This design comes from an exercise in tuning for small area, a short achievable clock period and few clock cycles on the open sky130 flow, not from production work.
Only simulation tests tie the RTL to the original design; equivalence was not proved.

--- flow/standard.sh ---
#!/bin/bash
# synth_recipe.tcl (not shown) runs the flow's synth.tcl, then flattens the netlist and writes it again
# the make line also repeats each setting of config.mk as NAME=value (left out here)
make -C /OpenROAD-flow-scripts/flow DESIGN_CONFIG=/design/flow/config.mk WORK_HOME=/design/flow/orfs CLKGATE_MAP_FILE= SYNTH_SCRIPT=/design/flow/synth_recipe.tcl "${@:-finish}"
--- flow/flow/run.sh ---
#!/bin/bash
# The standard layout (the standard.sh: standard synthesis, floorplan, place,
# CTS, route, finish) with ORFS's setup repair aiming past the required time:
# repair_timing's setup margin is raised so that the resizer keeps shortening
# the longest paths although they already meet the 25 ns clock, and it works
# on the worst 10% of endpoints only. Constraints and clock are unchanged.
set -euo pipefail
export SETUP_SLACK_MARGIN=12.5
export TNS_END_PERCENT=10
bash standard.sh > standard.log 2>&1
--- flow/constraint.sdc ---
create_clock -name core_clock -period 25.0 [get_ports {clk}]
set_input_delay 5.0000 -clock core_clock [delete_from_list [all_inputs] [get_ports {clk}]]
set_output_delay 5.0000 -clock core_clock [all_outputs]
set_load 0.01 [all_outputs]
--- flow/config.mk ---
export PLATFORM = sky130hd
export DESIGN_NAME = svf_core
export DESIGN_NICKNAME = svf_core
export VERILOG_FILES = /design/flow/design.v
export SDC_FILE = /design/flow/constraint.sdc
export NUM_CORES = 4
export LEC_CHECK = 0
export ABC_AREA = 1
export CAP_MARGIN = 20
export CORE_MARGIN = 2
export CORE_UTILIZATION = 40
export PLACE_DENSITY = 0.5
export SLEW_MARGIN = 20
--- flow/design.v ---
module fpr_cls (
    input  wire [32:0] r,
    output wire [1:0]  c
);
    assign c = (r[31] & r[30]) ? {1'b1, r[29]} : (r[31:23] == 9'd0) ? 2'd1 : 2'd0;
endmodule
module fpr_rec (
    input  wire [31:0] f,
    output wire [32:0] r
);
    wire [7:0]  ef = f[30:23];
    wire [22:0] fr = f[22:0];
    integer i;
    reg [4:0] lz;
    always @* begin
        lz = 5'd0;
        for (i = 0; i < 23; i = i + 1)
            if (fr[i]) lz = 22 - i;
    end
    wire [22:0] sfr = fr << lz;
    wire        e0  = (ef == 8'd0);
    wire        e1  = (ef == 8'hFF);
    wire        fz  = (fr == 23'd0);
    wire [8:0]  x   = e1 ? (fz ? 9'h180 : 9'h1C0) :
                      e0 ? (fz ? 9'd0 : 9'd23 - {4'd0, lz}) : ({1'b0, ef} + 9'd23);
    assign r = {f[31] & ~(e1 & ~fz), x, (e0 & ~fz) ? {sfr[21:0], 1'b0} : e1 ? 23'd0 : fr};
endmodule
module fpr_unrec (
    input  wire [32:0] r,
    output reg  [31:0] f
);
    wire [1:0]  cls;
    fpr_cls u_cls (.r(r), .c(cls));
    wire        s   = r[32];
    wire [8:0]  ex  = r[31:23];
    wire [22:0] fr  = r[22:0];
    wire        sub = ex < 9'd24;              
    wire [8:0]  shr = 9'd24 - ex;
    wire [23:0] m   = {1'b1, fr} >> shr[4:0];
    wire [8:0]  eb  = ex - 9'd23;
    always @* begin
        case (cls)
            2'd3:    f = 32'h7FC00000;
            2'd2:    f = {s, 8'hFF, 23'd0};
            2'd1:    f = {s, 31'd0};
            default: f = sub ? {s, 8'd0, m[22:0]} : {s, eb[7:0], fr};
        endcase
    end
endmodule
module fpr_round (
    input  wire [1:0]         cls,
    input  wire               sign,
    input  wire signed [10:0] e0,
    input  wire               hi,
    input  wire [24:0]        v,
    input  wire               st,
    output wire [32:0]        y
);
    wire signed [10:0] e1 = e0 + 11'sd1;
    wire        huge0 = e0 > 11'sd127,   huge1 = e0 > 11'sd126;
    wire        tiny0 = e0 < -11'sd150,  tiny1 = e0 < -11'sd151;
    wire        top0  = e0 == 11'sd127,  top1  = e0 == 11'sd126;
    wire        bot0  = e0 == -11'sd150, bot1  = e0 == -11'sd151;
    wire [10:0] rw0 = -11'sd126 - e0;
    wire [10:0] rw1 = -11'sd127 - e0;
    wire [4:0]  rp0 = (e0 < -11'sd126) ? rw0[4:0] : 5'd0;
    wire [4:0]  rp1 = (e0 < -11'sd127) ? rw1[4:0] : 5'd0;
    wire [25:0] half0 = 26'd1 << rp0, half1 = 26'd1 << rp1;
    wire [25:0] low0  = half0 - 26'd1, low1 = half1 - 26'd1;
    wire signed [10:0] e2 = e0 + 11'sd2;
    wire        huge = hi ? huge1 : huge0;
    wire        tiny = hi ? tiny1 : tiny0;
    wire        top  = hi ? top1  : top0;
    wire        bot  = hi ? bot1  : bot0;
    wire [25:0] half = hi ? half1 : half0;
    wire [25:0] low  = hi ? low1  : low0;
    wire        rb   = |(v & half[24:0]);
    wire        stk  = (|(v & low[24:0])) | st;
    wire        tie  = rb & ~stk;
    wire [25:0] x    = {1'b0, v | low[24:0]};
    wire [25:0] w;
    assign w[0] = ~x[0];
    genvar gi;
    generate
        for (gi = 1; gi < 26; gi = gi + 1) begin : g_inc
            assign w[gi] = x[gi] ^ (&x[gi-1:0]);
        end
    endgenerate
    wire [25:0] wm   = w & ~(low | half) & ~(tie ? {half[24:0], 1'b0} : 26'd0);
    wire        cy   = wm[25];
    wire [10:0] ef   = (hi ? (cy ? e2 : e1) : (cy ? e1 : e0)) + 11'd150;
    wire        zero = tiny | (bot & tie);
    wire        inf  = huge | (top & cy);
    assign y = (cls == 2'd3)          ? {1'b0, 9'h1C0, 23'd0} :
               (cls == 2'd2) | inf    ? {sign, 9'h180, 23'd0} :
               (cls == 2'd1) | zero   ? {sign, 32'd0} :
                                        {sign, ef[8:0], cy ? 23'd0 : wm[23:1]};
endmodule
module fpr_add (
    input  wire [32:0] a,
    input  wire [32:0] b,
    output reg  [32:0] y
);
    wire [1:0] ca, cb;
    fpr_cls u_ca (.r(a), .c(ca));
    fpr_cls u_cb (.r(b), .c(cb));
    wire a_nan = ca == 2'd3, b_nan = cb == 2'd3;
    wire a_inf = ca == 2'd2, b_inf = cb == 2'd2;
    wire a_zero = ca == 2'd1, b_zero = cb == 2'd1;
    wire        swap = a[31:0] < b[31:0];
    wire [32:0] l = swap ? b : a;
    wire [32:0] s = swap ? a : b;
    wire [8:0]  d  = l[31:23] - s[31:23];
    wire [4:0]  dc = (d > 9'd27) ? 5'd27 : d[4:0];
    wire [25:0] ms2  = {1'b1, s[22:0], 2'b00};
    wire [25:0] al   = ms2 >> dc;
    wire [27:0] msk  = (28'd1 << dc) - 28'd1;
    wire        stk  = |(ms2 & msk[25:0]);
    wire [26:0] am   = {1'b1, l[22:0], 3'b000};
    wire [26:0] bm   = {al, stk};
    wire        eff_sub = l[32] ^ s[32];
    wire [27:0] sum  = {1'b0, am} + ({1'b0, bm} ^ {28{eff_sub}}) + {27'd0, eff_sub};
    integer i;
    reg [4:0] lz;
    always @* begin
        lz = 5'd0;
        for (i = 0; i < 28; i = i + 1)
            if (sum[i]) lz = 27 - i;
    end
    wire [27:0] nrm = sum << lz;
    wire        rnd = nrm[3] & ((|nrm[2:0]) | nrm[4]);
    wire [23:0] mx  = nrm[27:4];
    wire [24:0] m;
    assign m[0] = mx[0] ^ rnd;
    genvar gi;
    generate
        for (gi = 1; gi < 25; gi = gi + 1) begin : g_inc
            if (gi < 24) begin : g_b
                assign m[gi] = mx[gi] ^ (rnd & (&mx[gi-1:0]));
            end else begin : g_c
                assign m[gi] = rnd & (&mx);
            end
        end
    endgenerate
    wire [9:0]  ef  = {1'b0, l[31:23]} + 10'd1 - {5'd0, lz} + {9'd0, m[24]};
    wire        ovf = ef > 10'd277;
    always @* begin
        if (a_nan || b_nan || (a_inf && b_inf && (a[32] != b[32])))
            y = {1'b0, 9'h1C0, 23'd0};
        else if (a_inf)
            y = a;
        else if (b_inf)
            y = b;
        else if (a_zero && b_zero)
            y = {a[32] & b[32], 32'd0};
        else if (a_zero)
            y = b;
        else if (b_zero)
            y = a;
        else if (sum == 28'd0)
            y = 33'd0;
        else if (ovf)
            y = {l[32], 9'h180, 23'd0};
        else
            y = {l[32], ef[8:0], m[24] ? 23'd0 : m[22:0]};
    end
endmodule
module fpr_mul (
    input  wire [32:0]        a,
    input  wire [32:0]        b,
    output reg  [1:0]         cls,
    output wire               sign,
    output wire signed [10:0] e0,
    output wire               hi,
    output wire [24:0]        v,
    output wire               st
);
    wire [1:0] ca, cb;
    fpr_cls u_ca (.r(a), .c(ca));
    fpr_cls u_cb (.r(b), .c(cb));
    assign sign = a[32] ^ b[32];
    wire [47:0] prod = {1'b1, a[22:0]} * {1'b1, b[22:0]};
    assign hi = prod[47];
    assign e0 = $signed({2'b00, a[31:23]}) + $signed({2'b00, b[31:23]}) - 11'sd300;
    assign v  = hi ? prod[47:23] : prod[46:22];
    integer i;
    reg [4:0] tza, tzb;
    always @* begin
        tza = 5'd23;
        tzb = 5'd23;
        for (i = 22; i >= 0; i = i - 1) begin
            if (a[i]) tza = i;
            if (b[i]) tzb = i;
        end
    end
    wire [5:0] tz = {1'b0, tza} + {1'b0, tzb};
    assign st = hi ? (tz < 6'd23) : (tz < 6'd22);
    always @* begin
        if (ca == 2'd3 || cb == 2'd3 || (ca == 2'd2 && cb == 2'd1) || (ca == 2'd1 && cb == 2'd2))
            cls = 2'd3;
        else if (ca == 2'd2 || cb == 2'd2)
            cls = 2'd2;
        else if (ca == 2'd1 || cb == 2'd1)
            cls = 2'd1;
        else
            cls = 2'd0;
    end
endmodule
module fpr_srt #(
    parameter N = 7,
    parameter S = 25
) (
    input  wire [27:0]  dv,
    input  wire [27:0]  s_in,
    input  wire [27:0]  c_in,
    input  wire         dp_in,
    input  wire         dn_in,
    input  wire [S-1:0] p_in,
    input  wire [S-1:0] n_in,
    output reg  [27:0]  s,
    output reg  [27:0]  c,
    output reg          qpos,
    output reg          qneg,
    output reg  [S-1:0] p,
    output reg  [S-1:0] n
);
    function [1:0] sel;
        input [3:0] ts, tc;
        reg   [3:0] y4;
        begin
            y4  = ts + tc;
            sel = {~y4[3], y4[3] & ~(&y4)};    
        end
    endfunction
    reg [27:0] s2, c2, add, ap, an;
    reg [1:0]  tp, t0, tn;
    reg [3:0]  hp_s, hp_c, h0_s, h0_c, hn_s, hn_c;
    integer k;
    always @* begin
        s = s_in;
        c = c_in;
        p = p_in;
        n = n_in;
        qpos = dp_in;
        qneg = dn_in;
        ap = ~dv;
        an = dv;
        for (k = 0; k < N; k = k + 1) begin
            s2   = {s[26:0], 1'b0};
            c2   = {c[26:0], 1'b0};
            hp_s = s2[26:23] ^ c2[26:23] ^ ap[26:23];
            hp_c = (s2[25:22] & c2[25:22]) | (s2[25:22] & ap[25:22]) | (c2[25:22] & ap[25:22]);
            h0_s = s2[26:23] ^ c2[26:23];
            h0_c = s2[25:22] & c2[25:22];
            hn_s = s2[26:23] ^ c2[26:23] ^ an[26:23];
            hn_c = (s2[25:22] & c2[25:22]) | (s2[25:22] & an[25:22]) | (c2[25:22] & an[25:22]);
            tp   = sel(hp_s, hp_c);
            t0   = sel(h0_s, h0_c);
            tn   = sel(hn_s, hn_c);
            add  = qpos ? ap : qneg ? an : 28'd0;
            s    = s2 ^ c2 ^ add;
            c    = {((s2[26:0] & c2[26:0]) | (s2[26:0] & add[26:0]) | (c2[26:0] & add[26:0])), qpos};
            p    = {p[S-2:0], qpos};
            n    = {n[S-2:0], qneg};
            {qpos, qneg} = qpos ? tp : qneg ? tn : t0;
        end
    end
endmodule
module fpr_srt_plain #(
    parameter N = 3,
    parameter S = 25
) (
    input  wire [27:0]  dv,
    input  wire [27:0]  s_in,
    input  wire [27:0]  c_in,
    input  wire         dp_in,
    input  wire         dn_in,
    input  wire [S-1:0] p_in,
    input  wire [S-1:0] n_in,
    output reg  [27:0]  s,
    output reg  [27:0]  c,
    output reg          qpos,
    output reg          qneg,
    output reg  [S-1:0] p,
    output reg  [S-1:0] n
);
    reg [27:0] s2, c2, add;
    reg [3:0]  y4;
    integer k;
    always @* begin
        s = s_in;
        c = c_in;
        p = p_in;
        n = n_in;
        qpos = dp_in;
        qneg = dn_in;
        for (k = 0; k < N; k = k + 1) begin
            s2   = {s[26:0], 1'b0};
            c2   = {c[26:0], 1'b0};
            add  = qpos ? ~dv : qneg ? dv : 28'd0;
            s    = s2 ^ c2 ^ add;
            c    = {((s2[26:0] & c2[26:0]) | (s2[26:0] & add[26:0]) | (c2[26:0] & add[26:0])), qpos};
            p    = {p[S-2:0], qpos};
            n    = {n[S-2:0], qneg};
            y4   = s[26:23] + c[26:23];
            qpos = ~y4[3];
            qneg = y4[3] & ~(&y4);
        end
    end
endmodule
module fpr_div #(
    parameter K  = 7,
    parameter ND = 3
) (
    input  wire               clk,
    input  wire               start,
    input  wire [32:0]        a,
    input  wire [32:0]        b,
    output reg  [1:0]         cls,
    output reg                sign,
    output reg signed [10:0]  e,
    output wire [24:0]        v,
    output wire               st
);
    localparam J = (25 > ND * K + 1) ? 25 - ND * K : 1;
    localparam S = J + ND * K;                 
    wire [1:0] ca, cb;
    fpr_cls u_ca (.r(a), .c(ca));
    fpr_cls u_cb (.r(b), .c(cb));
    wire [23:0] na = {1'b1, a[22:0]};
    wire [23:0] nb = {1'b1, b[22:0]};
    wire        lt = na < nb;
    reg [23:0]        dvs;                     
    reg [27:0]        ws, wc;                  
    reg               dp, dn;                  
    reg [S-1:0]       qp, qn;                  
    wire [27:0]       dv = {3'd0, dvs, 1'b0};  
    wire [27:0] w0  = lt ? {3'd0, na, 1'b0} : {4'd0, na};
    wire [27:0] dv0 = {3'd0, nb, 1'b0};
    wire [27:0] s1  = {w0[26:0], 1'b0} ^ ~dv0;
    wire [27:0] c1  = {({w0[25:0], 1'b0} & ~dv0[26:0]), 1'b1};
    wire [3:0]  y2  = s1[26:23] + c1[26:23];
    wire [27:0] s_i, c_i;
    wire        dp_i, dn_i;
    wire [S-1:0] p_i, n_i;
    fpr_srt_plain #(.N(J - 1), .S(S)) u_init (
        .dv(dv0), .s_in(s1), .c_in(c1), .dp_in(~y2[3]), .dn_in(y2[3] & ~(&y2)),
        .p_in({{(S-1){1'b0}}, 1'b1}), .n_in({S{1'b0}}),
        .s(s_i), .c(c_i), .qpos(dp_i), .qneg(dn_i), .p(p_i), .n(n_i));
    wire [27:0] s_k, c_k;
    wire        dp_k, dn_k;
    wire [S-1:0] p_k, n_k;
    fpr_srt #(.N(K), .S(S)) u_steps (
        .dv(dv), .s_in(ws), .c_in(wc), .dp_in(dp), .dn_in(dn), .p_in(qp), .n_in(qn),
        .s(s_k), .c(c_k), .qpos(dp_k), .qneg(dn_k), .p(p_k), .n(n_k));
    always @(posedge clk) begin
        if (start) begin
            sign <= a[32] ^ b[32];
            e    <= $signed({2'b00, a[31:23]}) - $signed({2'b00, b[31:23]}) - $signed({10'd0, lt});
            dvs  <= nb;
            ws   <= s_i;
            wc   <= c_i;
            dp   <= dp_i;
            dn   <= dn_i;
            qp   <= p_i;
            qn   <= n_i;
            if (ca == 2'd3 || cb == 2'd3 || (ca == 2'd2 && cb == 2'd2) || (ca == 2'd1 && cb == 2'd1))
                cls <= 2'd3;
            else if (ca == 2'd2 || cb == 2'd1)
                cls <= 2'd2;
            else if (cb == 2'd2 || ca == 2'd1)
                cls <= 2'd1;
            else
                cls <= 2'd0;
        end else begin
            ws <= s_k;
            wc <= c_k;
            dp <= dp_k;
            dn <= dn_k;
            qp <= p_k;
            qn <= n_k;
        end
    end
    wire [27:0]  rem = ws + wc;
    wire         neg = rem[27];
    wire         rz  = (rem == 28'd0);
    wire         rzd = ((rem ^ dv) == {(rem[26:0] | dv[26:0]), 1'b0});    
    wire [S-1:0] q   = qp + ~qn + {{(S-1){1'b0}}, ~neg};
    assign v  = q[S-1:S-25];
    assign st = (neg ? ~rzd : ~rz) | ((S > 25) ? (|(q << 25)) : 1'b0);
endmodule
module svf_core (
    input  wire        clk,
    input  wire        rst,
    input  wire        cmd_valid,
    output wire        cmd_ready,
    input  wire        cmd_op,       
    input  wire [1:0]  cmd_unit,
    input  wire [1:0]  cmd_mode,     
    input  wire [31:0] cmd_a,        
    input  wire [31:0] cmd_b,        
    output reg         out_valid,
    output reg  [31:0] out_y
);
    localparam K  = 7;                       
    localparam ND = 3;                       
    localparam II = 3 + ND;                  
    localparam HZ = 9 + ND;                  
    localparam L  = 10 + ND;                 
    localparam T5 = 4 + ND, T6 = 5 + ND, T7 = 6 + ND, T8 = 7 + ND, T9 = 8 + ND, TF = 9 + ND;
    localparam [32:0] ONE  = {1'b0, 9'd150, 23'd0};
    localparam [32:0] TWO  = {1'b0, 9'd151, 23'd0};
    localparam [32:0] ZERO = 33'd0;
    reg [32:0] g_r   [0:3];
    reg [32:0] a_r   [0:3];
    reg [32:0] den_r [0:3];
    reg [32:0] z1_r  [0:3];
    reg [32:0] z2_r  [0:3];
    reg [1:0]  mode_r [0:3];
    reg [3:0]  cfg_v, z1_v, z2_v;
    reg [L-1:0] tk, cf;
    wire [L-1:0] pr = tk & ~cf;
    reg [3:0]  sc;                           
    reg [1:0]  lu;                           
    reg [1:0]  u_h, u_d, u_t;                
    reg [1:0]  m_h, m_d, m_t;                
    reg [32:0] xr;                           
    reg [32:0] tmp, ct;
    reg [32:0] aa, ab, ma, mb;               
    wire [1:0]  z1_u = tk[T6] ? u_t : cmd_unit;
    wire [1:0]  z2_u = tk[1]  ? u_h : u_t;
    wire [32:0] z1  = z1_v[z1_u] ? z1_r[z1_u] : ZERO;
    wire [32:0] z2  = z2_v[z2_u] ? z2_r[z2_u] : ZERO;
    wire [32:0] g   = cfg_v[u_t] ? g_r[u_t]   : ZERO;
    wire [32:0] den = cfg_v[u_h] ? den_r[u_h] : ONE;
    wire [32:0] a_in = cfg_v[cmd_unit] ? a_r[cmd_unit] : TWO;
    wire [1:0]  m_in = cfg_v[cmd_unit] ? mode_r[cmd_unit] : 2'd0;
    wire [32:0] ra, rb;
    fpr_rec u_rec_a (.f(cmd_a), .r(ra));
    fpr_rec u_rec_b (.f(cmd_b), .r(rb));
    wire rdy = ((sc == II[3:0]) & (cmd_unit != lu)) | (sc >= HZ[3:0]);
    assign cmd_ready = rdy;
    wire take      = cmd_valid & rdy;
    wire take_proc = take & ~cmd_op;
    wire take_cfg  = take & cmd_op;
    wire [32:0] add_y, rnd_y;
    wire [1:0]  m_cls, d_cls;
    wire        m_sign, d_sign, m_st, d_st;
    wire signed [10:0] m_e, d_e;
    wire        m_hi;
    wire [24:0] m_v, d_v;
    fpr_add u_add (.a(aa), .b(ab), .y(add_y));
    fpr_mul u_mul (.a(ma), .b(mb), .cls(m_cls), .sign(m_sign), .e0(m_e), .hi(m_hi), .v(m_v), .st(m_st));
    fpr_div #(.K(K), .ND(ND)) u_div (.clk(clk), .start(pr[3]), .a(ma), .b(mb),
                            .cls(d_cls), .sign(d_sign), .e(d_e), .v(d_v), .st(d_st));
    wire dsel = tk[T5];
    fpr_round u_round (.cls(dsel ? d_cls : m_cls), .sign(dsel ? d_sign : m_sign),
                       .e0(dsel ? d_e : m_e), .hi(~dsel & m_hi), .v(dsel ? d_v : m_v), .st(dsel ? d_st : m_st),
                       .y(rnd_y));
    wire [32:0] mul_y = rnd_y;
    wire [32:0] div_y = rnd_y;
    wire [31:0] yv;
    fpr_unrec u_unrec (.r(tk[TF] ? ab : mb), .f(yv));
    always @(posedge clk) begin
        if (rst) begin
            tk        <= {L{1'b0}};
            cf        <= {L{1'b0}};
            sc        <= 4'd15;
            out_valid <= 1'b0;
            cfg_v     <= 4'd0;
            z1_v      <= 4'd0;
            z2_v      <= 4'd0;
        end else begin
            tk <= {tk[L-2:0], take};
            cf <= {cf[L-2:0], take_cfg};
            if (take)              sc <= 4'd1;
            else if (sc != 4'd15)  sc <= sc + 4'd1;
            out_valid <= pr[TF];
            if (take_cfg) begin
                g_r[cmd_unit]    <= ra;
                mode_r[cmd_unit] <= cmd_mode;
                cfg_v[cmd_unit]  <= 1'b1;
            end
            if (cf[T7]) a_r[u_t]   <= add_y;
            if (cf[T9]) den_r[u_t] <= add_y;
            if (pr[T8]) begin
                z1_r[u_t] <= add_y;
                z1_v[u_t] <= 1'b1;
            end
            if (pr[TF]) begin
                z2_r[u_t] <= add_y;
                z2_v[u_t] <= 1'b1;
            end
        end
    end
    always @(posedge clk) begin
        if (take) begin
            lu  <= cmd_unit;
            u_h <= cmd_unit;
            m_h <= m_in;
        end
        xr <= cmd_op ? rb : ra;
        if (tk[3]) begin
            u_d <= u_h;
            m_d <= m_h;
        end
        if (tk[T5 - 1]) begin
            u_t <= u_d;
            m_t <= m_d;
        end
        case (1'b1)
            tk[0]:  begin aa <= cf[0] ? ONE : xr;
                          ab <= cf[0] ? {~xr[32], xr[31:0]}
                                      : {~mul_y[32], mul_y[31:0]}; end
            tk[1]:  begin aa <= add_y;
                          ab <= cf[1] ? add_y : {~z2[32], z2[31:0]}; end
            tk[T6]: begin aa <= cf[T6] ? ct : mul_y;   ab <= cf[T6] ? g : z1;     end
            tk[T7]: begin aa <= cf[T7] ? ONE : tmp;    ab <= cf[T7] ? tmp : add_y; end
            tk[T8]: begin aa <= cf[T8] ? add_y : mul_y; ab <= cf[T8] ? mul_y : z2; end
            default: begin aa <= tmp;                  ab <= add_y;               end    
        endcase
        case (1'b1)
            take_proc: begin ma <= a_in;  mb <= z1;  end
            tk[2]:     begin ma <= add_y; mb <= den; end
            tk[T5]:    begin ma <= cf[T5] ? ct : g;  mb <= cf[T5] ? g : div_y;   end
            default:   begin ma <= g;                mb <= cf[T7] ? g : add_y;   end    
        endcase
        tmp <= mul_y;                           
        if (cf[2]) ct <= add_y;                 
        if ((pr[T6] && m_t == 2'd1) ||             
            (pr[T8] && m_t == 2'd2) ||             
            (pr[TF] && m_t == 2'd0))               
            out_y <= yv;
    end
endmodule
==> reports/metrics.csv, run 1 <==
stage,metric,value,unit
final_layout,finalNonFillerCells,16400,
yosys,synth_area,99300,um^2
critical_path,worst_setup_path_end_kind,flip-flop,
critical_path,path_class,flip-flop to flip-flop,
timing,fin_skew,0.0884,ns
timing,rsz0062_at_grt,true,
critical_path,cp-start-kind,flip-flop,
placement,dp_hpwl,316000,um
clock_network,clock_sinks,1131,
route,wl_per_cell,27.6,um
clock_network,clk_path_buf_depth,3,
yosys,synth_seq_cells,1131,
final_layout,drive_gt1_frac,0.143,
critical_path,required,25.73,ns
final_layout,nNetsFinal,14400,
yosys,synth_area_per_cell,7.83,um^2
grt,gr-usage-all-layers,0.350,
critical_path,worstPathArrival,13.56,ns
route,finalWirelength,452000,um
clock_network,hold_buffers,0,
yosys,synth.net_count,14100,
route,postRouteAntennaNets,0,
yosys,ys_types,78,
clock_network,cts_buffers,136,
yosys,synthArstFlopShare,0,
placement,port_buffers,105,
timing,max_freq,0.0779,GHz
floorplanning,start_util,0.403,
grt,grt_max_degree,92,
critical_path,cpMostUsedCell,nand2_1,
critical_path,critical_path.top_delay_family,compound AO/OA/AOI/OAI gates,
final_layout,mostFrequentLayoutCell,nand2_1,
timing,relSlewSlack,0.0898,
grt,grt_pass1_wl,642000,um
timing,hold_viol_final,0,
yosys,synth_edf_count,782,
critical_path,cp.buffers_inverters,13,
timing,fin_crit_sh,0.513,
clock_network,cts_root_buf,clkbuf_16,
final_layout,area_growth,19.6,%
worst_hold_path,hp-class,flip-flop to flip-flop,
clock_network,cts_tree,built,
timing,worst_pin_slew,1.35,ns
route,viasPerCell,5.69,
floorplanning,fp.dieW,502,um
floorplanning,ioPinCount,106,
route,drt_pre_antenna_iters,6,
route,initialDrtViolationCount,9897,
timing,setup-violations-final,0,
run,max_cap_violations,0,
yosys,ys_seq_area_frac,0.307,
clock_network,htree_levels,4,
critical_path,crit_path_top_delay_cell,o21ai_0,
placement,place_inst,15700,
route,drcViolationCount,0,
route,routed-via-count,93400,
grt,grt_pass1_vias,91500,
timing,fin_tns_setup,0,ns
placement,gp_congestion,1.02,
critical_path,critPathMaxStageDelay,0.95,ns
floorplanning,rows,182,
yosys,syn_inst,12700,
floorplanning,die_area,252000,um^2
timing,min_period,12.83,ns
grt,overflow,0,
clock_network,clk_pin_slew_worst_paths,0.06,ns
yosys,synth-main-ff-cell,edfxtp_1,
final_layout,final_cell_mix,"nand2_1, inv_1, o21ai_0",
run_status,status,no timing/DRC/antenna violations,
critical_path,crit_fanout,91,
yosys,yosys_warnings,8,
floorplanning,core-area,246000,um^2
grt,antenna_found_initial,29,
timing,maxSlewViolCount,0,
clock_network,clk_latency,0.86,ns
floorplanning,die_h,502,um
==> synthesized netlist by cell type (58+ instances only) <==
cell type	n	area, um^2
nand2_1	2967	11100
inv_1	1996	7490
o21ai_0	1093	5470
nor2_1	970	3640
edfxtp_1	782	23500
fa_1	755	15100
a21oi_1	622	3110
ha_1	579	7240
clkbuf_1	552	2070
nand3_1	509	2550
dfxtp_1	349	6990
xor2_1	158	1380
o32ai_1	113	990
o211ai_1	100	751
o22ai_1	95	594
o21ai_1	87	435
xnor2_1	78	683
nand4_1	68	425
o221ai_1	66	578
buf_1	65	244
a31oi_1	58	363
==> final timing paths <==
kind | start | endpoint | slack, ns | cells past startpoint
worst min register to register | tk[11] | tk[12] | 0.40 | 2
worst min-delay path | tk[11] | tk[12] | 0.40 | 2
worst max-delay path | ab[25] | ab[23] | 12.17 | 78
worst max register to register | ab[25] | ab[23] | 12.17 | 78
==> worst min-delay path, cell delays in order (launching register included) <==
cell     delay, ns
dfxtp_1       0.30
inv_1         0.04
nor2_1        0.03
==> state kept, by name, indices dropped and copies added, names as in the netlist, 33 cells and up, named ones only <==
name   cells
z2_r     132
tmp       33
g_r      132
xr        33
ab        33
a_r      132
z1_r     132
aa        33
mb        33
ct        33
den_r    132
ma        33
==> through the flow <==
stage                     hold slack, ns  instance area, um^2   util  worst slack (ns)
after floorplan                    0.388                99300      -             12.73
after global placement             0.387               104000  0.422              8.20
after detailed placement           0.390               104000  0.422              8.09
after CTS                          0.398               116000  0.469             12.23
after global routing               0.413               119000  0.482             11.50
final                              0.397               119000  0.482             12.17
==> what timing repair did <==
action / in CTS / in global routing
setup buffers: 269 / 135
resized for setup: 874 / 458
gates cloned: 63 / 15
pin swaps: 204 / 267
endpoints found under the setup margin: 758 / 750
==> area by class of cell <==
| type | count | area [um^2] |
|---|---|---|
| inverters | 2056 | 8010 |
| fillers | 24200 | 128000 |
| well taps | 3312 | 4140 |
| diodes | 8 | 20.0 |
| flip-flops and latches | 1131 | 30700 |
| clock buffers | 177 | 3690 |
| multi-input cells | 8850 | 62900 |
| repair inverters | 24 | 161 |
| repair buffers | 778 | 8230 |
| clock inverters | 76 | 935 |
==> metal layers <==
layer  vias up  GRT usage  wire length (um)
met2      4184      0.552            202000
met1     46200      0.453            181000
met4        14      0.199             31000
li1      42000          -                 -
met5         -          0               102
met3       976     0.0606             37500
==> kinds of logic (layout without fill, tap and decap cells) <==
family / count (synthesis) / after routing / synth area share
AO/OA/AOI/OAI: 2568 / 2570 / 0.152
other: 0 / 8 / 0
XOR/XNOR: 236 / 236 / 0.0208
multiplexers: 10 / 10 / 0.00101
AND/OR/NAND/NOR: 4691 / 4700 / 0.190
adder cells (fa/ha/maj): 1334 / 1334 / 0.225
flip-flops: 1131 / 1131 / 0.307
buffers and inverters: 2717 / 3111 / 0.104
Testbench counts, summed over its fixed seeds: cycles 19,152.
==> inputs of run 2 (changes only) <==
--- a/flow/config.mk
+++ b/flow/config.mk
@@ -9,5 +9,6 @@
 export CAP_MARGIN = 20
 export CORE_MARGIN = 2
-export CORE_UTILIZATION = 40
-export PLACE_DENSITY = 0.5
+export CORE_UTILIZATION = 45
+export CTS_BUF_LIST = sky130_fd_sc_hd__clkbuf_8
+export PLACE_DENSITY = 0.55
 export SLEW_MARGIN = 20
==> run 2 against run 1 <==
Compared with the run above:
- register-to-register slack better by 0.13 ns
- core utilization up 5.2 points
==> reports/metrics.csv, run 2 <==
stage,metric,value,unit,change
yosys,synth_fa_ha_area_frac,0.225,,unchanged
timing,fin_skew,0.108,ns,+0.0200 ns
yosys,synth-compound-area-share,0.152,,unchanged
yosys,synth.area.top_cells,"edfxtp_1, fa_1, nand2_1, inv_1, ha_1",,
timing,setup-violations-final,0,,unchanged
final_layout,mostFrequentLayoutCell,nand2_1,,
floorplanning,die_h,474,um,-5.7%
critical_path,cp.buffers_inverters,38,,+25
yosys,synth_top_cell_by_area,edfxtp_1,,
yosys,syn_inst,12700,,unchanged
grt,grt_pass1_vias,91900,,+0.41%
route,finalWirelength,442000,um,-2.3%
route,wl_per_cell,27.4,um,-0.47%
floorplanning,die_area,224000,um^2,-11%
critical_path,worstPathArrival,13.60,ns,+0.04 ns
route,routed-via-count,94800,,+1.5%
timing,fin_hold_ws,0.390,ns,-0.00681 ns
timing,rsz0062_at_grt,true,,
timing,max_freq,0.0788,GHz,+1.0%
clock_network,cts_buffers,193,,+42%
run,max_cap_violations,0,,unchanged
floorplanning,start_util,0.452,,+0.0494
yosys,synth.top_cell.area_share,0.236,,unchanged
critical_path,cp-start-kind,flip-flop,,
yosys,synth_top_family_by_area,adder cells,,
final_layout,final_cell_mix,"nand2_1, inv_1, o21ai_0",,
critical_path,worstSetupStartpoint,ab[21],,
critical_path,path_class,flip-flop to flip-flop,,
worst_hold_path,hp-class,flip-flop to flip-flop,,
grt,grt_pass1_wl,630000,um,-1.9%
route,drt_pre_antenna_iters,7,,+1
timing,relSlewSlack,0.112,,+0.0221
timing,maxSlewViolCount,0,,unchanged
yosys,netlist_top_cells_count,"nand2_1, inv_1, o21ai_0",,
worst_hold_path,min-delay-start,tk[11],,
placement,port_buffers,105,,unchanged
yosys,synthMuxAreaShare,0.00101,,unchanged
route,initialDrtViolationCount,10900,,+10%
yosys,synth_area_per_cell,7.83,um^2,unchanged
floorplanning,rows,172,,-5.5%
clock_network,clk_path_buf_depth,3,,unchanged
floorplanning,fp.dieW,474,um,-5.7%
placement,place_area,103000,um^2,-0.63%
clock_network,clock_sinks,1131,,unchanged
yosys,synth_seq_cells,1131,,unchanged
floorplanning,core-area,220000,um^2,-11%
final_layout,drive_gt1_frac,0.143,,about the same
critical_path,critPathMaxStageDelay,0.39,ns,-0.56 ns
clock_network,htree_levels,4,,unchanged
clock_network,clk_latency,1.02,ns,+0.16 ns
final_layout,nNetsFinal,14500,,+0.65%
yosys,synth.most_common_cell,nand2_1,,
route,postRouteAntennaNets,0,,unchanged
critical_path,crit_fanout,28,,-69%
clock_network,clk_pin_slew_worst_paths,0.07,ns,about the same
route,viasPerCell,5.88,,+3.4%
final_layout,n_fill_cell,20900,,-14%
floorplanning,ioPinCount,106,,unchanged
route,drcViolationCount,0,,unchanged
yosys,synth.net_count,14100,,unchanged
yosys,synth_xor_area_frac,0.0208,,unchanged
grt,overflow,0,,unchanged
yosys,synth_edf_count,782,,unchanged
yosys,synth_simple_gate_area_frac,0.190,,unchanged
timing,worst_pin_slew,1.32,ns,-0.0328 ns
clock_network,cts_tree,built,,
final_layout,area_growth,18.2,%,
timing,fin_tns_setup,0,ns,unchanged
clock_network,cts_root_buf,clkbuf_8,,
grt,grt_max_degree,90,,-2.2%
critical_path,cpMostUsedCell,buf_4,,
yosys,ys_seq_area_frac,0.307,,unchanged
timing,fin_crit_sh,0.508,,-0.00528
yosys,synthArstFlopShare,0,,unchanged
yosys,synth_area,99300,um^2,unchanged
critical_path,reg2reg_from,ab[21],,
placement,dp_hpwl,303000,um,-4.3%
placement,gp_congestion,1.06,,+4.2%
yosys,synth-main-ff-cell,edfxtp_1,,
yosys,ys_types,78,,unchanged
grt,antenna_found_initial,27,,-6.9%
timing,min_period,12.70,ns,-0.132 ns
critical_path,worst_setup_path_end_kind,flip-flop,,
yosys,yosys_warnings,8,,unchanged
grt,gr-usage-all-layers,0.384,,+0.0337
timing,hold_viol_final,0,,unchanged
critical_path,critical_path.top_delay_family,buffers and inverters,,
run_status,status,no timing/DRC/antenna violations,,
final_layout,final_area,117000,um^2,-1.2%
critical_path,required,25.90,ns,+0.17 ns
critical_path,crit_path_top_delay_cell,a2111o_1,,
[run 2: path summary, 6_finish.rpt]
kind | cells past startpoint | slack (ns) | end
max | 94 | 12.30 | aa[7]
min | 2 | 0.39 | tk[12]
max reg2reg | 94 | 12.30 | aa[7]
min reg2reg | 2 | 0.39 | tk[12]
[run 2: per-stage QoR]
stage                     utilization  setup WS (ns)  std cells
after floorplan                     -          12.73      12700
after global placement          0.471           8.03      15200
after detailed placement        0.471           7.86      15200
after CTS                       0.523          12.29      16000
after global routing            0.535          11.65      16100
final                           0.535          12.30      16100
[run 2: what timing repair did]
| action | CTS | global route |
|---|---|---|
| resized for setup | 892 | 318 |
| pin swaps | 262 | 199 |
| setup buffers | 333 | 124 |
| cloned | 61 | 11 |
| setup endpoints to repair | 756 | 734 |
| hold buffers | 0 | 0 |
[run 2: final cells by class]
cell class                      instances  area [um^2]  area share
Tap cell                             2871         3590      0.0306
Timing Repair inverter                 19          126     0.00108
Multi-Input combinational cell       8855        62700       0.534
Clock inverter                        139          947     0.00807
Antenna cell                           14         35.0    0.000299
Clock buffer                          218         3000      0.0256
Timing Repair Buffer                  814         8260      0.0704
Inverter                             2056         8010      0.0683
Sequential cell                      1131        30700       0.261
[run 2: worst reg2reg max path, delay by kind of cell (launching register included)]
kind / cells / cell delay, ns
AOI/OAI and AO/OA: 22 / 3.64
xor gates and xnor gates: 1 / 0.33
adders and majority gates: 3 / 0.63
buffers and inverters: 38 / 4.68
DFF: 1 / 0.36
and+or+nand+nor: 30 / 2.95
[run 2: routing by layer]
| metal | wire [um] | global-route usage | part of all wire |
|---|---|---|---|
| met5 | 414 | 0 | 0.00094 |
| met1 | 173000 | 0.500 | 0.39 |
| met4 | 32100 | 0.231 | 0.073 |
| met2 | 191000 | 0.582 | 0.43 |
| met3 | 45800 | 0.0870 | 0.10 |
[run 2: cell families (layout without fill, tap and decap cells)]
group | count (synthesis) | count (layout)
and+or+nand+nor | 4691 | 4705
buffers and inverters | 2717 | 3246
AOI/OAI and AO/OA | 2568 | 2570
adders and majority gates | 1334 | 1334
DFF | 1131 | 1131
xor gates and xnor gates | 236 | 236
muxes | 10 | 10
other | 0 | 14
==> inputs of run 3 (changes only) <==
--- a/flow/design.v
+++ b/flow/design.v
@@ -89,5 +89,6 @@
     wire [25:0] wm   = w & ~(low | half) & ~(tie ? {half[24:0], 1'b0} : 26'd0);
     wire        cy   = wm[25];
-    wire [10:0] ef   = (hi ? (cy ? e2 : e1) : (cy ? e1 : e0)) + 11'd150;
+    wire [10:0] x0   = e0 + 11'd150, x1 = e0 + 11'd151, x2 = e0 + 11'd152;    
+    wire [10:0] ef   = hi ? (cy ? x2 : x1) : (cy ? x1 : x0);
     wire        zero = tiny | (bot & tie);
     wire        inf  = huge | (top & cy);
@@ -95,5 +96,5 @@
                (cls == 2'd2) | inf    ? {sign, 9'h180, 23'd0} :
                (cls == 2'd1) | zero   ? {sign, 32'd0} :
-                                        {sign, ef[8:0], cy ? 23'd0 : wm[23:1]};
+                                        {sign, ef[8:0], wm[23:1]};       
 endmodule
 module fpr_add (
@@ -108,8 +109,10 @@
     wire a_inf = ca == 2'd2, b_inf = cb == 2'd2;
     wire a_zero = ca == 2'd1, b_zero = cb == 2'd1;
-    wire        swap = a[31:0] < b[31:0];
+    wire [9:0]  dab  = {1'b0, a[31:23]} - {1'b0, b[31:23]};
+    wire [9:0]  dba  = {1'b0, b[31:23]} - {1'b0, a[31:23]};
+    wire        swap = dab[9];                        
     wire [32:0] l = swap ? b : a;
     wire [32:0] s = swap ? a : b;
-    wire [8:0]  d  = l[31:23] - s[31:23];
+    wire [8:0]  d  = swap ? dba[8:0] : dab[8:0];
     wire [4:0]  dc = (d > 9'd27) ? 5'd27 : d[4:0];
     wire [25:0] ms2  = {1'b1, s[22:0], 2'b00};
@@ -120,5 +123,10 @@
     wire [26:0] bm   = {al, stk};
     wire        eff_sub = l[32] ^ s[32];
-    wire [27:0] sum  = {1'b0, am} + ({1'b0, bm} ^ {28{eff_sub}}) + {27'd0, eff_sub};
+    wire [27:0] s_add = {1'b0, am} + {1'b0, bm};
+    wire [27:0] s_lm  = {1'b0, am} + {1'b1, ~bm} + 28'd1;        
+    wire [27:0] s_ml  = {1'b0, bm} + {1'b1, ~am} + 28'd1;        
+    wire        flip = eff_sub & s_lm[27];                        
+    wire [27:0] sum  = ~eff_sub ? s_add : flip ? s_ml : s_lm;
+    wire        rs   = flip ? s[32] : l[32];
     integer i;
     reg [4:0] lz;
@@ -144,5 +152,6 @@
     endgenerate
     wire [9:0]  ef  = {1'b0, l[31:23]} + 10'd1 - {5'd0, lz} + {9'd0, m[24]};
-    wire        ovf = ef > 10'd277;
+    wire        top = (l[31:23] == 9'd277), top1 = (l[31:23] == 9'd276);
+    wire        ovf = ((lz == 5'd0) & (top | (top1 & m[24]))) | ((lz == 5'd1) & top & m[24]);
     always @* begin
         if (a_nan || b_nan || (a_inf && b_inf && (a[32] != b[32])))
@@ -161,7 +170,7 @@
             y = 33'd0;
         else if (ovf)
-            y = {l[32], 9'h180, 23'd0};
+            y = {rs, 9'h180, 23'd0};
         else
-            y = {l[32], ef[8:0], m[24] ? 23'd0 : m[22:0]};
+            y = {rs, ef[8:0], m[22:0]};              
     end
 endmodule
--- a/flow/flow/run.sh
+++ b/flow/flow/run.sh
@@ -6,5 +6,5 @@
 # on the worst 10% of endpoints only. Constraints and clock are unchanged.
 set -euo pipefail
-export SETUP_SLACK_MARGIN=12.5
+export SETUP_SLACK_MARGIN=13.3
 export TNS_END_PERCENT=10
 bash standard.sh > standard.log 2>&1
==> run 3 against run 2 <==
Compared with the run above:
- still clean
- cell count up 4.4%
- die area up 2.9%
- final area up 2.1%
- hold slack better by 0.0096 ns
- clock-buffer cell count up 13
- area after synthesis up 2.9%
- first-iteration DRC count up 3.6%
- non-clock buffer count down 83
- highest routed layer unchanged
==> reports/metrics.csv, run 3 <==
stage,metric,value,unit,change
timing,fin_hold_ws,0.400,ns,+0.00958 ns
timing,hold_viol_final,0,,unchanged
floorplanning,die_area,231000,um^2,+2.9%
grt,overflow,0,,unchanged
grt,grt_pass1_vias,94700,,+3.1%
yosys,synth_area,102000,um^2,+2.9%
yosys,yosys_warnings,8,,unchanged
timing,rsz0062_at_grt,true,,
route,viasPerCell,5.81,,-1.2%
critical_path,path_class,flip-flop to flip-flop,,
route,initialDrtViolationCount,11300,,+3.6%
yosys,netlist_top_cells_count,"nand2_1, inv_1, o21ai_0",,
route,drt_pre_antenna_iters,9,,+2
yosys,synth-compound-area-share,0.144,,-0.00865
yosys,synth_simple_gate_area_frac,0.207,,+0.0169
critical_path,reg2reg_from,mb[12],,
clock_network,clock_sinks,1131,,unchanged
final_layout,area_growth,17.2,%,
clock_network,hold_buffers,0,,unchanged
yosys,synth.most_common_cell,nand2_1,,
critical_path,worstPathArrival,13.43,ns,-0.17 ns
yosys,synth.top_cell.area_share,0.230,,-0.00674
floorplanning,ioPinCount,106,,unchanged
run_status,status,no timing/DRC/antenna violations,,
placement,place_area,107000,um^2,+3.0%
grt,grt_max_degree,79,,-12%
floorplanning,fp.dieW,481,um,+1.4%
yosys,synth.net_count,14800,,+5.1%
route,finalWirelength,441000,um,-0.27%
yosys,synth_seq_cells,1131,,unchanged
placement,dp_hpwl,304000,um,+0.38%
timing,min_period,12.50,ns,-0.199 ns
timing,maxSlewViolCount,0,,unchanged
clock_network,clk_pin_slew_worst_paths,0.07,ns,about the same
route,wl_per_cell,26.2,um,-4.5%
final_layout,drive_gt1_frac,0.129,,-0.0137
final_layout,mostFrequentLayoutCell,nand2_1,,
timing,layout_setup_ws,12.50,ns,+0.199 ns
timing,relSlewSlack,0.141,,+0.0292
route,routed-via-count,97800,,+3.1%
timing,fin_tns_setup,0,ns,unchanged
timing,worst_pin_slew,1.27,ns,-0.0434 ns
clock_network,cts_tree,built,,
yosys,syn_inst,13400,,+5.4%
worst_hold_path,hp-class,flip-flop to flip-flop,,
critical_path,critPathMaxStageDelay,0.54,ns,+0.15 ns
yosys,synth.area.top_cells,"edfxtp_1, fa_1, nand2_1, inv_1, ha_1",,
grt,grt_pass1_wl,633000,um,+0.52%
clock_network,htree_levels,4,,unchanged
yosys,synth_top_cell_by_area,edfxtp_1,,
critical_path,crit_path_top_delay_cell,fa_1,,
worst_hold_path,min-delay-start,tk[4],,
clock_network,clk_latency,1.06,ns,+0.04 ns
final_layout,nNetsFinal,15100,,+4.3%
timing,fin_skew,0.119,ns,+0.0108 ns
yosys,synth_edf_count,782,,unchanged
floorplanning,core-area,225000,um^2,+2.7%
placement,gp_congestion,1.03,,-3.5%
timing,fin_crit_sh,0.500,,-0.00797
yosys,synthMuxAreaShare,0.00127,,+0.000265
placement,post-place-ws,9.33,ns,+1.47 ns
final_layout,final_cell_mix,"nand2_1, inv_1, o21ai_0",,
placement,port_buffers,105,,unchanged
grt,gr-usage-all-layers,0.371,,-0.0131
yosys,synth_top_family_by_area,adder cells,,
yosys,synth-main-ff-cell,edfxtp_1,,
yosys,synth_fa_ha_area_frac,0.223,,-0.00196
clock_network,cts_buffers,202,,+4.7%
floorplanning,start_util,0.454,,+0.00125
critical_path,cpMostUsedCell,nand2_1,,
critical_path,worstSetupStartpoint,mb[12],,
yosys,synth_xor_area_frac,0.0197,,-0.00113
yosys,ys_types,85,,+9.0%
grt,antenna_found_initial,29,,+7.4%
route,drcViolationCount,0,,unchanged
timing,setup-violations-final,0,,unchanged
floorplanning,die_h,481,um,+1.4%
yosys,synthArstFlopShare,0,,unchanged
critical_path,required,25.93,ns,+0.03 ns
clock_network,cts_root_buf,clkbuf_8,,
critical_path,worst_setup_path_end_kind,flip-flop,,
timing,max_freq,0.0800,GHz,+1.6%
critical_path,cp-start-kind,flip-flop,,
run,max_cap_violations,0,,unchanged
route,postRouteAntennaNets,0,,unchanged
final_layout,final_area,120000,um^2,+2.1%
yosys,synth_area_per_cell,7.64,um^2,-2.3%
critical_path,crit_fanout,5,,-82%
clock_network,clk_path_buf_depth,3,,unchanged
yosys,ys_seq_area_frac,0.298,,-0.00874
floorplanning,rows,174,,+1.2%
-- run 3: cell types whose count changed in the layout (fill, tap and decap cells not counted), moves of 34 or more --
| cell | delta |
|---|---|
| o221ai_1 | -34 |
| ha_1 | +40 |
| buf_4 | -121 |
| inv_1 | +160 |
| nand3_1 | +180 |
| dfxtp_1 | +40 |
| a21oi_1 | +34 |
| nand2_1 | +358 |
-- run 3: cell families after synthesis --
kind of cell    after synthesis
compound gates             2544
xor+xnor                    228
fa+ha+maj                  1368
buf+inv                    2889
flops                      1131
mux                          13
simple gates               5200
-- run 3: worst paths after layout --
path	end	slack, ns	depth (start not counted)
worst max-delay path	ab[17]	12.50	81
worst min-delay path	tk[5]	0.40	2
worst max register to register	ab[17]	12.50	81
worst min register to register	tk[5]	0.40	2
-- run 3: cell type report --
| cell class | count | area [um^2] |
|---|---|---|
| Timing Repair inverter | 7 | 46.3 |
| Fill cell | 21600 | 106000 |
| Tap cell | 2992 | 3740 |
| Multi-Input combinational cell | 9368 | 64700 |
| Antenna cell | 4 | 10.0 |
| Clock buffer | 231 | 3180 |
| Clock inverter | 149 | 990 |
| Inverter | 2214 | 8480 |
| Timing Repair Buffer | 731 | 8070 |
| Sequential cell | 1131 | 30600 |
-- run 3: through the flow --
step	instances	util
floorplan	13400	-
global placement	16000	0.473
detailed placement	16000	0.473
CTS	16600	0.516
global route	16800	0.532
finish	16800	0.532
-- run 3: layer usage --
| metal | GRT usage | vias up | wire length [um] |
|---|---|---|---|
| li1 | - | 43900 | - |
| met5 | 0 | - | 284 |
| met2 | 0.587 | 5228 | 198000 |
| met4 | 0.228 | 14 | 32500 |
| met1 | 0.465 | 47400 | 168000 |
| met3 | 0.0750 | 1217 | 42200 |
-- run 3: repair_timing --
action / in CTS / in global routing
gates resized for setup: 648 / 511
endpoints found under the setup margin: 761 / 762
cloned: 47 / 16
pin swaps: 229 / 312
setup buffers: 211 / 161
-- run 3: worst max-delay path: cells and delay by family (launching register included) --
| family | cells | cell delay (ns) |
|---|---|---|
| and+or+nand+nor | 42 | 4.74 |
| adders and majority gates | 9 | 4.04 |
| buffers and inverters | 23 | 2.25 |
| AOI/OAI and AO/OA | 7 | 0.87 |
| DFF | 1 | 0.47 |
Testbench counts of run 3, summed over its fixed seeds: cycles 19,152.
==> inputs of run 4 (changes only) <==
--- a/flow/config.mk
+++ b/flow/config.mk
@@ -9,6 +9,5 @@
 export CAP_MARGIN = 20
 export CORE_MARGIN = 2
-export CORE_UTILIZATION = 45
-export CTS_BUF_LIST = sky130_fd_sc_hd__clkbuf_8
-export PLACE_DENSITY = 0.55
+export CORE_UTILIZATION = 40
+export PLACE_DENSITY = 0.5
 export SLEW_MARGIN = 20
==> run 4 against run 3 <==
Compared with the run above:
- clock skew shrank 0.054 ns
- first-iteration DRC count shrank 6.5%
- final area grew 0.88%
- die area grew 12%
- hold slack gained 0.00058 ns
- maximum frequency shrank 0.40%
- register-to-register slack lost 0.05 ns
- non-clock buffer count grew 6
- cell count grew 1.6%
- core utilization shrank 5.6 points
- critical endpoint unchanged
==> reports/metrics.csv, run 4 <==
stage,metric,value,unit,change
run_status,status,no timing/DRC/antenna violations,,
grt,grt_max_degree,94,,+19%
critical_path,crit_path_top_delay_cell,fa_1,,
critical_path,worstPathArrival,13.27,ns,-0.16 ns
timing,rsz0062_at_grt,true,,
yosys,synth_top_cell_by_area,edfxtp_1,,
clock_network,htree_levels,4,,unchanged
grt,antenna_found_initial,26,,-10%
timing,fin_skew,0.0653,ns,-0.0539 ns
final_layout,fin_util,0.475,,-0.0562
worst_hold_path,hp-class,flip-flop to flip-flop,,
yosys,synth.area.top_cells,"edfxtp_1, fa_1, nand2_1, inv_1, ha_1",,
route,drcViolationCount,0,,unchanged
yosys,yosys_warnings,8,,unchanged
route,postRouteAntennaNets,0,,unchanged
placement,port_buffers,105,,unchanged
yosys,synthArstFlopShare,0,,unchanged
floorplanning,rows,185,,+6.3%
route,initialDrtViolationCount,10600,,-6.5%
run,max_cap_violations,0,,unchanged
timing,max_freq,0.0797,GHz,-0.40%
critical_path,worst_setup_path_end_kind,flip-flop,,
final_layout,area_growth,18.2,%,
grt,grt_pass1_wl,654000,um,+3.3%
yosys,synth_edf_count,782,,unchanged
critical_path,required,25.72,ns,-0.21 ns
yosys,netlist_top_cells_count,"nand2_1, inv_1, o21ai_0",,
yosys,synth.net_count,14800,,unchanged
timing,maxSlewViolCount,0,,unchanged
yosys,synth-main-ff-cell,edfxtp_1,,
critical_path,cp-start-kind,flip-flop,,
grt,overflow,0,,unchanged
clock_network,clock_sinks,1131,,unchanged
final_layout,mostFrequentLayoutCell,nand2_1,,
route,finalWirelength,465000,um,+5.4%
route,wl_per_cell,27.2,um,+3.8%
floorplanning,start_util,0.402,,-0.0515
final_layout,nNetsFinal,15000,,-0.40%
floorplanning,die_h,510,um,+6.0%
yosys,synth_seq_cells,1131,,unchanged
clock_network,clk_path_buf_depth,3,,unchanged
timing,fin_tns_setup,0,ns,unchanged
yosys,syn_inst,13400,,unchanged
yosys,ys_types,85,,unchanged
clock_network,cts_buffers,138,,-32%
yosys,ys_seq_area_frac,0.298,,unchanged
grt,gr-usage-all-layers,0.345,,-0.0260
final_layout,final_cell_mix,"nand2_1, inv_1, o21ai_0",,
critical_path,critPathMaxStageDelay,0.56,ns,+0.02 ns
final_layout,n_fill_cell,25200,,+16%
clock_network,clk_pin_slew_worst_paths,0.06,ns,about the same
final_layout,drive_gt1_frac,0.125,,-0.00391
route,routed-via-count,96700,,-1.1%
critical_path,path_class,flip-flop to flip-flop,,
placement,dp_hpwl,324000,um,+6.4%
critical_path,cpMostUsedCell,buf_4,,
grt,grt_pass1_vias,93400,,-1.4%
placement,place_inst,16400,,+2.4%
floorplanning,ioPinCount,106,,unchanged
clock_network,clk_latency,0.85,ns,-0.21 ns
floorplanning,die_area,260000,um^2,+12%
placement,place_area,107000,um^2,+0.57%
route,drt_pre_antenna_iters,7,,-2
timing,fin_crit_sh,0.502,,+0.00202
yosys,synth_area,102000,um^2,unchanged
critical_path,crit_fanout,8,,+3
timing,min_period,12.55,ns,+0.0505 ns
timing,worst_pin_slew,1.30,ns,+0.0235 ns
timing,relSlewSlack,0.134,,-0.00672
floorplanning,core-area,254000,um^2,+13%
timing,hold_viol_final,0,,unchanged
timing,setup-violations-final,0,,unchanged
clock_network,cts_root_buf,clkbuf_16,,
clock_network,cts_tree,built,,
final_layout,final_area,121000,um^2,+0.88%
yosys,synth.most_common_cell,nand2_1,,
yosys,synth.top_cell.area_share,0.230,,unchanged
placement,gp_congestion,0.995,,-3.0%
yosys,synth_area_per_cell,7.64,um^2,unchanged
final_layout,finalNonFillerCells,17100,,+1.6%
floorplanning,fp.dieW,510,um,+6.0%
route,viasPerCell,5.66,,-2.7%
==> run 4: final cells by class <==
| class | instances | area, um^2 | area share |
|---|---|---|---|
| multi-input combinational | 9367 | 64600 | 0.535 |
| clock buffer | 183 | 3740 | 0.0310 |
| timing repair buffer | 737 | 8210 | 0.0679 |
| antenna | 11 | 27.5 | 0.000228 |
| tap | 3366 | 4210 | 0.0349 |
| timing repair inverter | 6 | 47.5 | 0.000393 |
| inverter | 2214 | 8520 | 0.0705 |
| clock inverter | 74 | 821 | 0.00679 |
| sequential | 1131 | 30700 | 0.254 |
==> run 4: routing by layer <==
layer  global-route usage  vias up  share of wire
li1                     -    43800              -
met1                0.438    47500           0.39
met2                0.560     4403           0.46
met3               0.0561     1031          0.080
met4                0.189        8          0.069
met5                    0        -        0.00011
==> run 4: logic make-up (layout without fill, tap and decap cells) <==
logic type / count (synthesis) / after routing / share of synthesized area
other cells: 0 / 11 / 0
flops: 1131 / 1131 / 0.298
compound gates: 2544 / 2545 / 0.144
xor+xnor: 228 / 228 / 0.0197
fa+ha+maj: 1368 / 1368 / 0.223
simple gates: 5200 / 5213 / 0.207
mux: 13 / 13 / 0.00127
buf+inv: 2889 / 3214 / 0.107
==> run 4: path summary, 6_finish.rpt <==
| kind | startpoint | endpoint | slack [ns] | cells after the start |
|---|---|---|---|---|
| setup / recovery | mb[16] | ab[17] | 12.45 | 74 |
| hold / removal | tk[11] | tk[12] | 0.40 | 2 |
| setup reg to reg | mb[16] | ab[17] | 12.45 | 74 |
| hold reg to reg | tk[11] | tk[12] | 0.40 | 2 |
==> run 4: what timing repair did <==
action,in CTS,in global routing
setup endpoints to repair,760,764
buffers inserted,141,217
hold buffers,0,0
gates resized for setup,549,628
cloned,40,33
pin swaps,149,242
==> run 4: stage by stage <==
stage / setup slack, ns / hold WS (ns)
2_1_floorplan: 13.33 / 0.388
3_3_place_gp: 8.43 / 0.390
3_5_place_dp: 8.36 / 0.393
4_1_cts: 12.06 / 0.401
5_1_grt: 11.97 / 0.409
6_report: 12.45 / 0.400
==> run 4: worst max-delay path, delay by kind of cell, from the launching register on <==
| kind | cells | cell delay (ns) |
|---|---|---|
| and+or+nand+nor | 30 | 3.38 |
| buffers and inverters | 22 | 2.52 |
| DFF | 1 | 0.46 |
| AOI/OAI and AO/OA | 13 | 1.90 |
| adders and majority gates | 9 | 4.06 |
==> inputs of run 5 (changes only) <==
--- a/flow/design.v
+++ b/flow/design.v
@@ -221,4 +221,5 @@
 ) (
     input  wire [27:0]  dv,
+    input  wire [27:0]  dvn,                   
     input  wire [27:0]  s_in,
     input  wire [27:0]  c_in,
@@ -253,5 +254,5 @@
         qpos = dp_in;
         qneg = dn_in;
-        ap = ~dv;
+        ap = dvn;
         an = dv;
         for (k = 0; k < N; k = k + 1) begin
@@ -340,9 +341,10 @@
     wire [23:0] nb = {1'b1, b[22:0]};
     wire        lt = na < nb;
-    reg [23:0]        dvs;                     
+    reg [23:0]        dvs, dvi;                
     reg [27:0]        ws, wc;                  
     reg               dp, dn;                  
     reg [S-1:0]       qp, qn;                  
-    wire [27:0]       dv = {3'd0, dvs, 1'b0};  
+    wire [27:0]       dv  = {3'd0, dvs, 1'b0};  
+    wire [27:0]       dvn = {3'b111, dvi, 1'b1};
     wire [27:0] w0  = lt ? {3'd0, na, 1'b0} : {4'd0, na};
     wire [27:0] dv0 = {3'd0, nb, 1'b0};
@@ -361,5 +363,5 @@
     wire [S-1:0] p_k, n_k;
     fpr_srt #(.N(K), .S(S)) u_steps (
-        .dv(dv), .s_in(ws), .c_in(wc), .dp_in(dp), .dn_in(dn), .p_in(qp), .n_in(qn),
+        .dv(dv), .dvn(dvn), .s_in(ws), .c_in(wc), .dp_in(dp), .dn_in(dn), .p_in(qp), .n_in(qn),
         .s(s_k), .c(c_k), .qpos(dp_k), .qneg(dn_k), .p(p_k), .n(n_k));
     always @(posedge clk) begin
@@ -368,4 +370,5 @@
             e    <= $signed({2'b00, a[31:23]}) - $signed({2'b00, b[31:23]}) - $signed({10'd0, lt});
             dvs  <= nb;
+            dvi  <= ~nb;
             ws   <= s_i;
             wc   <= c_i;
--- a/flow/flow/run.sh
+++ b/flow/flow/run.sh
@@ -6,5 +6,5 @@
 # on the worst 10% of endpoints only. Constraints and clock are unchanged.
 set -euo pipefail
-export SETUP_SLACK_MARGIN=13.3
+export SETUP_SLACK_MARGIN=12.5
 export TNS_END_PERCENT=10
 bash standard.sh > standard.log 2>&1
==> run 5 against run 4 <==
Compared with the run above:
- now fails the layout checks on max-capacitance violations, max-slew violations
- non-clock buffer count shrank 131
- critical path depth shrank 6
- die area is essentially flat
- flip-flop and latch count grew 23
- core utilization shrank 1.2 points
- critical path type unchanged
- largest cell class unchanged
- highest routed layer unchanged
==> reports/metrics.csv, run 5 <==
stage,metric,value,unit,change
run_status,status,failed layout checks,,
run_status,so_faults,"max-capacitance violations, max-slew violations",,
route,wl_per_cell,27.6,um,+1.5%
yosys,synth_top_cell_by_area,edfxtp_1,,
timing,worst_pin_slew,1.54,ns,+0.246 ns
grt,grt_max_degree,80,,-15%
clock_network,htree_levels,4,,unchanged
critical_path,reg2reg_from,mb[3],,
route,drt_pre_antenna_iters,10,,+3
critical_path,crit_fanout,23,,+15
grt,grt_pass1_vias,91800,,-1.6%
yosys,synthArstFlopShare,0,,unchanged
timing,hold_viol_final,0,,unchanged
yosys,synth.net_count,14500,,-2.2%
timing,fin_skew,0.111,ns,+0.0456 ns
yosys,synth_area_per_cell,7.84,um^2,+2.6%
floorplanning,start_util,0.403,,about the same
clock_network,cts_tree,built,,
grt,grt_pass1_wl,653000,um,-0.26%
timing,maxSlewViolCount,6,,+6
timing,setup-violations-final,0,,unchanged
route,drcViolationCount,0,,unchanged
grt,antenna_found_initial,23,,-12%
critical_path,rr_endpoint,mb[0],,
critical_path,worstPathArrival,13.17,ns,-0.10 ns
yosys,yosys_warnings,8,,unchanged
critical_path,path_class,flip-flop to flip-flop,,
yosys,ys_seq_area_frac,0.305,,+0.00655
placement,gp_congestion,0.981,,-1.4%
clock_network,cts_buffers,150,,+8.7%
final_layout,drive_gt1_frac,0.106,,-0.0192
grt,overflow,0,,unchanged
clock_network,clk_latency,0.87,ns,+0.02 ns
yosys,synth.area.top_cells,"edfxtp_1, fa_1, nand2_1, inv_1, ha_1",,
timing,rsz0062_at_grt,true,,
final_layout,fin_util,0.464,,-0.0119
yosys,ys_types,77,,-9.4%
floorplanning,core-area,254000,um^2,unchanged
clock_network,clock_sinks,1154,,+2.0%
critical_path,worstSetupStartpoint,mb[3],,
yosys,synth.top_cell.area_share,0.236,,+0.00660
final_layout,nNetsFinal,14600,,-2.8%
final_layout,final_cell_mix,"nand2_1, inv_1, nor2_1",,
floorplanning,fp.dieW,510,um,about the same
floorplanning,ioPinCount,106,,unchanged
route,finalWirelength,460000,um,-1.0%
final_layout,area_growth,15.2,%,
yosys,synth_edf_count,805,,+2.9%
yosys,synth_area,102000,um^2,about the same
route,initialDrtViolationCount,10200,,-4.0%
critical_path,r2r_slack,12.47,ns,+0.02 ns
critical_path,cpMostUsedCell,buf_4,,
critical_path,critPathMaxStageDelay,0.53,ns,-0.03 ns
critical_path,worst_setup_path_end_kind,flip-flop,,
critical_path,crit_path_top_delay_cell,fa_1,,
critical_path,r2r_cells,68,,-8.1%
worst_hold_path,min-delay-start,tk[4],,
floorplanning,rows,185,,unchanged
timing,max_freq,0.0798,GHz,+0.13%
final_layout,mostFrequentLayoutCell,nand2_1,,
timing,relSlewSlack,-0.0343,,-0.169
clock_network,clk_pin_slew_worst_paths,0.06,ns,about the same
timing,min_period,12.53,ns,-0.0158 ns
clock_network,cts_root_buf,clkbuf_16,,
timing,fin_tns_setup,0,ns,unchanged
yosys,netlist_top_cells_count,"nand2_1, inv_1, nor2_1",,
worst_hold_path,hold_end,tk[5],,
clock_network,hold_buffers,0,,unchanged
placement,dp_hpwl,330000,um,+2.0%
placement,port_buffers,105,,unchanged
yosys,synth_seq_cells,1154,,+2.0%
worst_hold_path,hp-class,flip-flop to flip-flop,,
route,viasPerCell,5.71,,+0.86%
floorplanning,die_area,260000,um^2,about the same
timing,fin_hold_ws,0.402,ns,+0.00150 ns
worst_hold_path,hold-path-cell-count,2,,unchanged
yosys,synth.most_common_cell,nand2_1,,
clock_network,clk_path_buf_depth,4,,+1
floorplanning,die_h,510,um,about the same
critical_path,required,25.64,ns,-0.08 ns
yosys,syn_inst,13000,,-2.4%
route,postRouteAntennaNets,0,,unchanged
yosys,synth-main-ff-cell,edfxtp_1,,
grt,gr-usage-all-layers,0.345,,+0.000473
route,routed-via-count,95100,,-1.7%
critical_path,cp-start-kind,flip-flop,,
run,max_cap_violations,1,,+1
timing,fin_crit_sh,0.501,,-0.000632
[run 5: cell count changes in the layout (fill, tap and decap cells not counted), sizes merged, moves of 31 or more]
cell	previous run	this run
a22oi	17	127
buf	587	475
inv	2200	2156
nand2	3345	3011
nand3	655	529
nor2	981	1012
o21ai	1200	1053
o22ai	81	176
[run 5: how the worst max path moves through the flow]
| stage | endpoint |
|---|---|
| 2_1_floorplan | ab[17] |
| 3_3_place_gp | mb[4] |
| 3_5_place_dp | mb[4] |
| 4_1_cts | ab[30] |
| 5_1_grt | aa[9] |
| 6_report | mb[0] |
[run 5: through the flow]
| stage | area [um^2] | setup slack, ns | std cells |
|---|---|---|---|
| CTS | 115000 | 12.35 | 16500 |
| detailed placement | 107000 | 8.82 | 16100 |
| finish | 118000 | 12.47 | 16700 |
| global placement | 107000 | 8.65 | 16100 |
| floorplan | 102000 | 12.97 | 13000 |
| global route | 118000 | 11.99 | 16700 |
[run 5: logic make-up after synthesis]
kind of cell    Yosys count  synth area share
simple gates           4792             0.190
buf+inv                2836             0.107
mux                      13           0.00130
xor+xnor                237            0.0204
fa+ha+maj              1368             0.223
flops                  1154             0.305
compound gates         2647             0.153
[run 5: routing by layer]
metal,share of wire,global-route usage,vias to the layer above
met5,0.00012,0,-
met4,0.066,0.181,8
met3,0.083,0.0580,952
met2,0.45,0.549,4624
met1,0.40,0.451,46600
li1,-,-,42900
[run 5: worst max-delay path, delay by kind of cell (launching register included)]
family	cells	cell delay (ns)
buf+inv	28	3.11
fa+ha+maj	8	3.75
compound gates	7	1.52
flops	1	0.43
xor+xnor	1	0.12
simple gates	24	3.30
[run 5: final cells by class]
class                           count  area [um^2]
Timing Repair Buffer              606         6150
Clock inverter                     84          952
Fill cell                       25300       136000
Sequential cell                  1154        31300
Antenna cell                       18         45.0
Tap cell                         3366         4210
Timing Repair inverter              5         32.5
Clock buffer                      178         4090
Inverter                         2179         8310
Multi-Input combinational cell   9073        62800
[run 5: what timing repair did]
action | in CTS | in global routing
gates resized for setup | 391 | 354
cloned | 31 | 18
setup endpoints to repair | 756 | 598
pin swaps | 84 | 179
buffers inserted | 128 | 112
Testbench counts of run 5, summed over its fixed seeds: cycles 19,152.

[re-timing with driven ports]
The results above use ideal ports. As a check the final layouts listed here were re-extracted and re-timed, cells and wires unchanged. Step 1 sets driving cells, clkbuf_16 on the clock port and buf_2 on the other inputs (assumed; they add their load-dependent delay and slew). Step 2 times the ports against the registers' clock, not the clock port: input delays grow and output delays shrink by t, the midpoint of the rising clock arrivals with the driver on. a / b / c = no drivers / after step 1 / after step 2; a / b = the first two.
run | shift t [ns] | setup slack, ns | worst slew at a driven data input, ns
run 1 | 0.912 | 12.170 / 12.170 / 12.170 | 0.11
run 2 | 1.069 | 12.302 / 12.302 / 12.302 | 0.17
run 3 | 1.099 | 12.501 / 12.501 / 12.501 | 0.17
run 4 | 0.919 | 12.451 / 12.451 / 12.451 | 0.17
run 5 | 0.915 | 12.466 / 12.466 / 12.466 | 0.08
